Source: an optimization exercise on an open RTL-to-GDS flow (aim: small area, a short achievable clock period and few clock cycles). Production flows keep margins and buffers that such runs may drop. The RTL was checked by simulation tests, not by an equivalence proof against the original design.

### flow/design.v
module bmp_reduce #(
    parameter MAXW = 128
) (
    input  wire       clk,
    input  wire       rst,
    input  wire       start,
    input  wire [7:0] cfg_width,      
    input  wire       cfg_bpp4,       
    input  wire [1:0] cfg_dither,     
    input  wire [6:0] cfg_bright,     
    input  wire [6:0] cfg_contrast,   
    input  wire       cfg_order,      
    input  wire       cfg_invert,     
    input  wire       in_valid,
    output wire       in_ready,
    input  wire [7:0] in_b,
    input  wire [7:0] in_g,
    input  wire [7:0] in_r,
    output reg        out_valid,
    input  wire       out_ready,
    output reg  [7:0] out_data
);
    reg [7:0] width;
    reg       bpp4;
    reg [1:0] dither;
    reg [6:0] bright;
    reg [6:0] contrast;
    reg       order;
    reg       invert;
    reg [7:0] x;
    reg [2:0] y8;           
    reg       first_row;
    reg signed [7:0] eline [0:MAXW-1];
    reg signed [7:0] e_left;         
    reg signed [7:0] e_upleft;       
    reg [7:0] acc;
    wire accept = in_valid && in_ready;
    assign in_ready = !out_valid || out_ready;
    wire last_x = (x == width - 8'd1);
    wire [17:0] luma_num = 18'd299 * in_r + 18'd587 * in_g + 18'd114 * in_b;
    wire [7:0]  luma     = luma_num / 18'd1000;
    wire signed [13:0] luma_s   = {6'b0, luma};
    wire signed [13:0] bright_s = {7'b0, bright};
    wire signed [13:0] adj_t    = 14'sd10 * luma_s + 14'sd51 * bright_s - 14'sd3825;
    wire signed [20:0] adj_n = adj_t * $signed({14'b0, contrast}) + $signed(21'd63750);
    wire [20:0]        adj_q = adj_n / 21'sd500;
    wire [7:0]         adj   = adj_n[20]       ? 8'd0 :
                               (adj_q > 21'd255) ? 8'd255 : adj_q[7:0];
    function [7:0] spread;
        input [7:0]        v;
        input signed [7:0] e;
        input [3:0]        k;
        reg signed [11:0]  s;
        begin
            s = $signed({4'b0, v}) + ($signed(e) * $signed({1'b0, k})) / 12'sd16;
            if (s < 0)
                spread = 8'd0;
            else if (s > 255)
                spread = 8'd255;
            else
                spread = s[7:0];
        end
    endfunction
    wire signed [7:0] e_ul = (first_row || x == 8'd0) ? 8'sd0 : e_upleft;
    wire signed [7:0] e_u  = first_row ? 8'sd0 : eline[x];
    wire signed [7:0] e_ur = (first_row || last_x) ? 8'sd0 : eline[x + 8'd1];
    wire signed [7:0] e_l  = (x == 8'd0) ? 8'sd0 : e_left;
    wire [7:0] fs1 = spread(adj, e_ul, 4'd1);
    wire [7:0] fs2 = spread(fs1, e_u,  4'd5);
    wire [7:0] fs3 = spread(fs2, e_ur, 4'd3);
    wire [7:0] fs4 = spread(fs3, e_l,  4'd7);
    wire       fs_bit = fs4 > 8'd127;
    wire signed [7:0] fs_err = fs_bit ? $signed(fs4 - 8'd255) : $signed(fs4);
    localparam [383:0] BAYER = {
        6'd63, 6'd31, 6'd55, 6'd23, 6'd61, 6'd29, 6'd53, 6'd21,    
        6'd15, 6'd47, 6'd7,  6'd39, 6'd13, 6'd45, 6'd5,  6'd37,    
        6'd51, 6'd19, 6'd59, 6'd27, 6'd49, 6'd17, 6'd57, 6'd25,    
        6'd3,  6'd35, 6'd11, 6'd43, 6'd1,  6'd33, 6'd9,  6'd41,    
        6'd60, 6'd28, 6'd52, 6'd20, 6'd62, 6'd30, 6'd54, 6'd22,    
        6'd12, 6'd44, 6'd4,  6'd36, 6'd14, 6'd46, 6'd6,  6'd38,    
        6'd48, 6'd16, 6'd56, 6'd24, 6'd50, 6'd18, 6'd58, 6'd26,    
        6'd0,  6'd32, 6'd8,  6'd40, 6'd2,  6'd34, 6'd10, 6'd42     
    };
    wire [5:0] bayer_entry = BAYER[{y8, 3'd7 - x[2:0]} * 6 +: 6];
    wire od_bit = adj > {2'b0, bayer_entry};
    reg bit1;
    always @(*) begin
        case (dither)
            2'd1:    bit1 = fs_bit;
            2'd2:    bit1 = od_bit;
            default: bit1 = adj > 8'd127;
        endcase
    end
    wire [3:0] nib4 = luma / 8'd16;
    reg  [7:0] packed_byte;
    wire       byte_done = bpp4 ? (x[0] || last_x) : (x[2:0] == 3'd7 || last_x);
    always @(*) begin
        if (bpp4) begin
            if (x[0] == 1'b0)
                packed_byte = order ? {4'b0, nib4} : {nib4, 4'b0};
            else
                packed_byte = order ? {nib4, acc[3:0]} : {acc[7:4], nib4};
        end else begin
            packed_byte = (x[2:0] == 3'd0) ? 8'd0 : acc;
            if (order)
                packed_byte[x[2:0]] = bit1;
            else
                packed_byte[3'd7 - x[2:0]] = bit1;
        end
    end
    always @(posedge clk) begin
        if (start) begin
            width    <= cfg_width;
            bpp4     <= cfg_bpp4;
            dither   <= cfg_dither;
            bright   <= cfg_bright;
            contrast <= cfg_contrast;
            order    <= cfg_order;
            invert   <= cfg_invert;
        end
    end
    always @(posedge clk) begin
        if (accept) begin
            eline[x] <= fs_err;
            e_upleft <= eline[x];
            e_left   <= fs_err;
            acc      <= packed_byte;
        end
    end
    always @(posedge clk) begin
        if (rst) begin
            x         <= 8'd0;
            y8        <= 3'd0;
            first_row <= 1'b1;
            out_valid <= 1'b0;
            out_data  <= 8'd0;
        end else begin
            if (out_valid && out_ready)
                out_valid <= 1'b0;
            if (start) begin
                x         <= 8'd0;
                y8        <= 3'd0;
                first_row <= 1'b1;
            end else if (accept) begin
                if (last_x) begin
                    x         <= 8'd0;
                    y8        <= y8 + 3'd1;
                    first_row <= 1'b0;
                end else begin
                    x <= x + 8'd1;
                end
                if (byte_done) begin
                    out_valid <= 1'b1;
                    out_data  <= packed_byte ^ {8{invert}};
                end
            end
        end
    end
endmodule
### flow/run.sh
#!/bin/bash
# synth_recipe.tcl (not shown) runs the flow's synth.tcl, then flattens the netlist and writes it again
# the make line also repeats each setting of config.mk as NAME=value (left out here)
make -C /OpenROAD-flow-scripts/flow DESIGN_CONFIG=/design/flow/config.mk WORK_HOME=/design/flow/orfs CLKGATE_MAP_FILE= SYNTH_SCRIPT=/design/flow/synth_recipe.tcl finish
### flow/config.mk
export PLATFORM = sky130hd
export DESIGN_NAME = bmp_reduce
export DESIGN_NICKNAME = bmp_reduce
export VERILOG_FILES = /design/flow/design.v
export SDC_FILE = /design/flow/constraint.sdc
export NUM_CORES = 4
export LEC_CHECK = 0
export CAP_MARGIN = 20
export CORE_MARGIN = 2
export CORE_UTILIZATION = 40
export SLEW_MARGIN = 20
### flow/constraint.sdc
create_clock -name core_clock -period 46.0 [get_ports {clk}]
set_input_delay 9.2000 -clock core_clock [delete_from_list [all_inputs] [get_ports {clk}]]
set_output_delay 9.2000 -clock core_clock [all_outputs]
set_load 0.01 [all_outputs]
==> run summary <==
==> cells by family (layout without fill, tap and decap cells) <==
group           Yosys count  after routing
compound gates          638            638
buf+inv                 660           1079
fa+ha+maj               491            491
mux                     724            724
flops                  1103           1103
simple gates            866            866
other cells               0              2
xor+xnor                197            197
==> synthesized netlist by cell type (all sizes together) (23+ instances only) <==
master and n:
and3 24, o21bai 28, xnor2 133, o211ai 23
o21a 36, buf 63, mux4 672, nor2b 31
ha 293, mux2i 36, nor2 297, and2 92
o21ai 128, nor3 51, clkbuf 154, fa 189
a21oi 148, dfxtp 28, nand2 193, a21o 46
edfxtp 1075, nand4 26, xor2 64, a31oi 26
inv 443, nand3 50, a211oi 30
==> placed cells by master, fill, tap and decap left out, types with 44 or more instances in the layout <==
cell type           n
and2_1             85
mux4_2            672
a21oi_1            96
xnor2_1           116
inv_1             438
buf_4             321
nand2_1           182
nand3_1            46
clkbuf_16         117
ha_1              276
xor2_1             57
o21ai_0            90
a21oi_2            46
clkdlybuf4s50_1    58
edfxtp_1         1075
fa_1              180
nor2_1            287
a21o_1             44
==> critical path: cells and delay by family <==
| family | cells | cell delay (ps) |
|---|---|---|
| AO/OA/AOI/OAI | 74 | 13530 |
| XOR/XNOR | 5 | 960 |
| adder cells (fa/ha/maj) | 33 | 12330 |
| buffers and inverters | 28 | 2560 |
| multiplexers | 5 | 1340 |
| AND/OR/NAND/NOR | 25 | 5050 |
==> metal layers <==
metal,track usage (%),part of all wire [%],routed length [um]
met1,29.8,40,77100
met2,35.9,49,94500
met3,3.53,8.1,15700
met4,6.76,3.5,6790
met5,0,0.018,35
==> state kept, by name, summed over array words and instances, names as in the netlist, 2 cells and up, named ones only <==
| signal | cells |
|---|---|
| bright | 7 |
| eline | 1024 |
| contrast | 7 |
| out_data | 8 |
| dither | 2 |
| y8 | 3 |
| e_left | 8 |
| x | 8 |
| e_upleft | 8 |
| acc | 8 |
| width | 8 |
==> through the flow <==
stage	std cells	instance area [um2]
4_1_cts	7352	78200
5_1_grt	7408	80000
3_5_place_dp	7136	74600
2_1_floorplan	4679	69200
6_report	7410	80000
3_3_place_gp	7136	74600
==> worst max path at each step <==
stage | start | endpoint | slack, ps | cells after the start
2_1_floorplan | in_b[0] | e_left[1] | 4 | 166
3_3_place_gp | in_b[1] | out_data[4] | -170 | 167
3_5_place_dp | in_b[1] | out_data[6] | -640 | 165
4_1_cts | in_b[1] | out_data[4] | 6 | 163
5_1_grt | in_b[0] | out_data[4] | -330 | 172
6_report | in_b[0] | out_data[4] | 1530 | 170
==> final cells by class <==
type / count / area (um2) / area share (%)
clock inverters: 75 / 633 / 0.791
diodes: 2 / 5.00 / 0.00625
clock buffers: 141 / 3040 / 3.80
repair buffers: 420 / 3690 / 4.61
flip-flops and latches: 1103 / 32900 / 41.1
multi-input cells: 2916 / 35200 / 44.0
inverters: 443 / 1660 / 2.08
well taps: 2310 / 2890 / 3.61
==> timing repair <==
action / 4_1_cts / 5_1_grt
resized for setup: 2 / 272
pin swaps: 1 / 139
setup buffers: 0 / 57
setup endpoints to repair: 5 / 1048
==> metrics.csv <==
metric;value;unit
status;timing/DRC/antenna clean;
synth top area cells;edfxtp_1 47%, mux4_2 22%, fa_1 5.5%;
post-synthesis simple-gate area fraction;6.11;%
Num CTS Buffers;116;
ratio of cells with drive above 1 in the final layout;29.8;%
first-pass GRT wire length;286;mm
fin crit share;96.7;%
Total Die Area;176000;um2
final wirelength;194;mm
top cell type's share of synthesized area;46.8;%
IO Port Bufs;65;
Max Fclk;0.0225;GHz
vias in the first global route;43500;
hold_sp;out_data[5];
Die W;419;um
flops & latches, synth;1103;
Global Route Usage Sum;21.9;%
Warnings, synthesis;1;
Adder-Cell Fraction of Synth Area;10.9;%
critical path startpoint category;primary input;
final setup fails;0;
reg2reg end;out_data[4];
Cell variety after synth;114;
IO Count;66;
ys flop type;edfxtp_1;
Slew HR;25.5;%
antenna violations before repair;7;
FILL cells;14800;
RR Startpoint;bright[2];
CTS root buffer;clkbuf_16;
drt wl/cell;26.2;um
Final Util;46.6;%
CTS H-tree depth;3;
crit path max-delay cell type;or4_4;
post-synthesis mux area share;22.7;%
min Tclk post-route;44470;ps
Die H;419;um
Worst Hold Depth;2;
post-route ant nets;0;
post-synthesis compound-gate area fraction;6.52;%
CTS tree;yes;
Crit Path Max Fanout;8;
WP data required;46560;ps
Reg2Reg Depth;116;
DP Wirelength;134;mm
Post-synth EDFFs;1075;
vias per inst;5.91;
Overflow after GRT;0;
max-slew violation count;0;
router iterations before antenna repair;6;
hold slack;530;ps
Post-Syn Area;69000;um2
setup TNS;0;ps
max incr delay on CP;560;ps
Placer Congestion;0.884;
xor and xnor area share after synthesis;2.51;%
largest family of logic cells by synthesized area;multiplexers;
final net count;5538;
Core Region;172000;um2
Skew-Pair Late Insertion Delay;760;ps
r2r setup slk;20600;ps
CTS max path bufs;3;
largest net degree at the start of global routing;129;
Initial Util;40.2;%
ys async rst share;0;%
DRC Markers;0;
vias;43800;
Setup WS post-layout;1530;ps
post-synthesis sequential area ratio;47.6;%
final hold violations;0;
cells after synthesis;4679;
# Max-Cap Violations;0;
Sink Count;1103;
Setup WS pre-CTS;-637;ps
hold buffer count at cts;0;
CTS clock-pin slew for the worst setup and hold paths;60;ps
end of the worst hold path;out_data[5];
synth-to-layout area growth;15.9;%
Hold WC Path Type;reg -> reg;
row cnt;152;
CP most frequent cell;inv_1;
Worst setup EP type;flip-flop;
Synth Net Count;5217;
clk_skew;89.9;ps
Setup CP Type;in -> reg;
post-synth top area cell;edfxtp_1;
Worst-Margin Slew;1120;ps
Arrival @ worst endpoint;45020;ps
1st-iter DRT viols;4498;
syn avg cell area;14.8;um2
Testbench counts, summed over its fixed seeds: cycles 29,920.

[re-timing with driven ports]
How much do the figures lean on ideal ports? The routed layout below was timed once more, with nothing changed but the port constraints. Step 1, drivers: a clkbuf_16 drives clk and a buf_2 each remaining input, both assumed. Step 2 also shifts input and output timing later by t, the mid clock arrival at the registers, as if the neighbouring blocks saw the same clock. Slacks: ideal / step 1 / step 2; pairs: ideal / step 1.
t (ns): 0.802
slack for setup (ns): 1.532 / 1.591 / 0.789
latest minus earliest clock arrival (ns): 0.090 / 0.090
After both steps setup and hold are still met in this run. For this run, drivers alone change the setup slack by +0.059 ns; drivers and shift together by -0.743 ns.
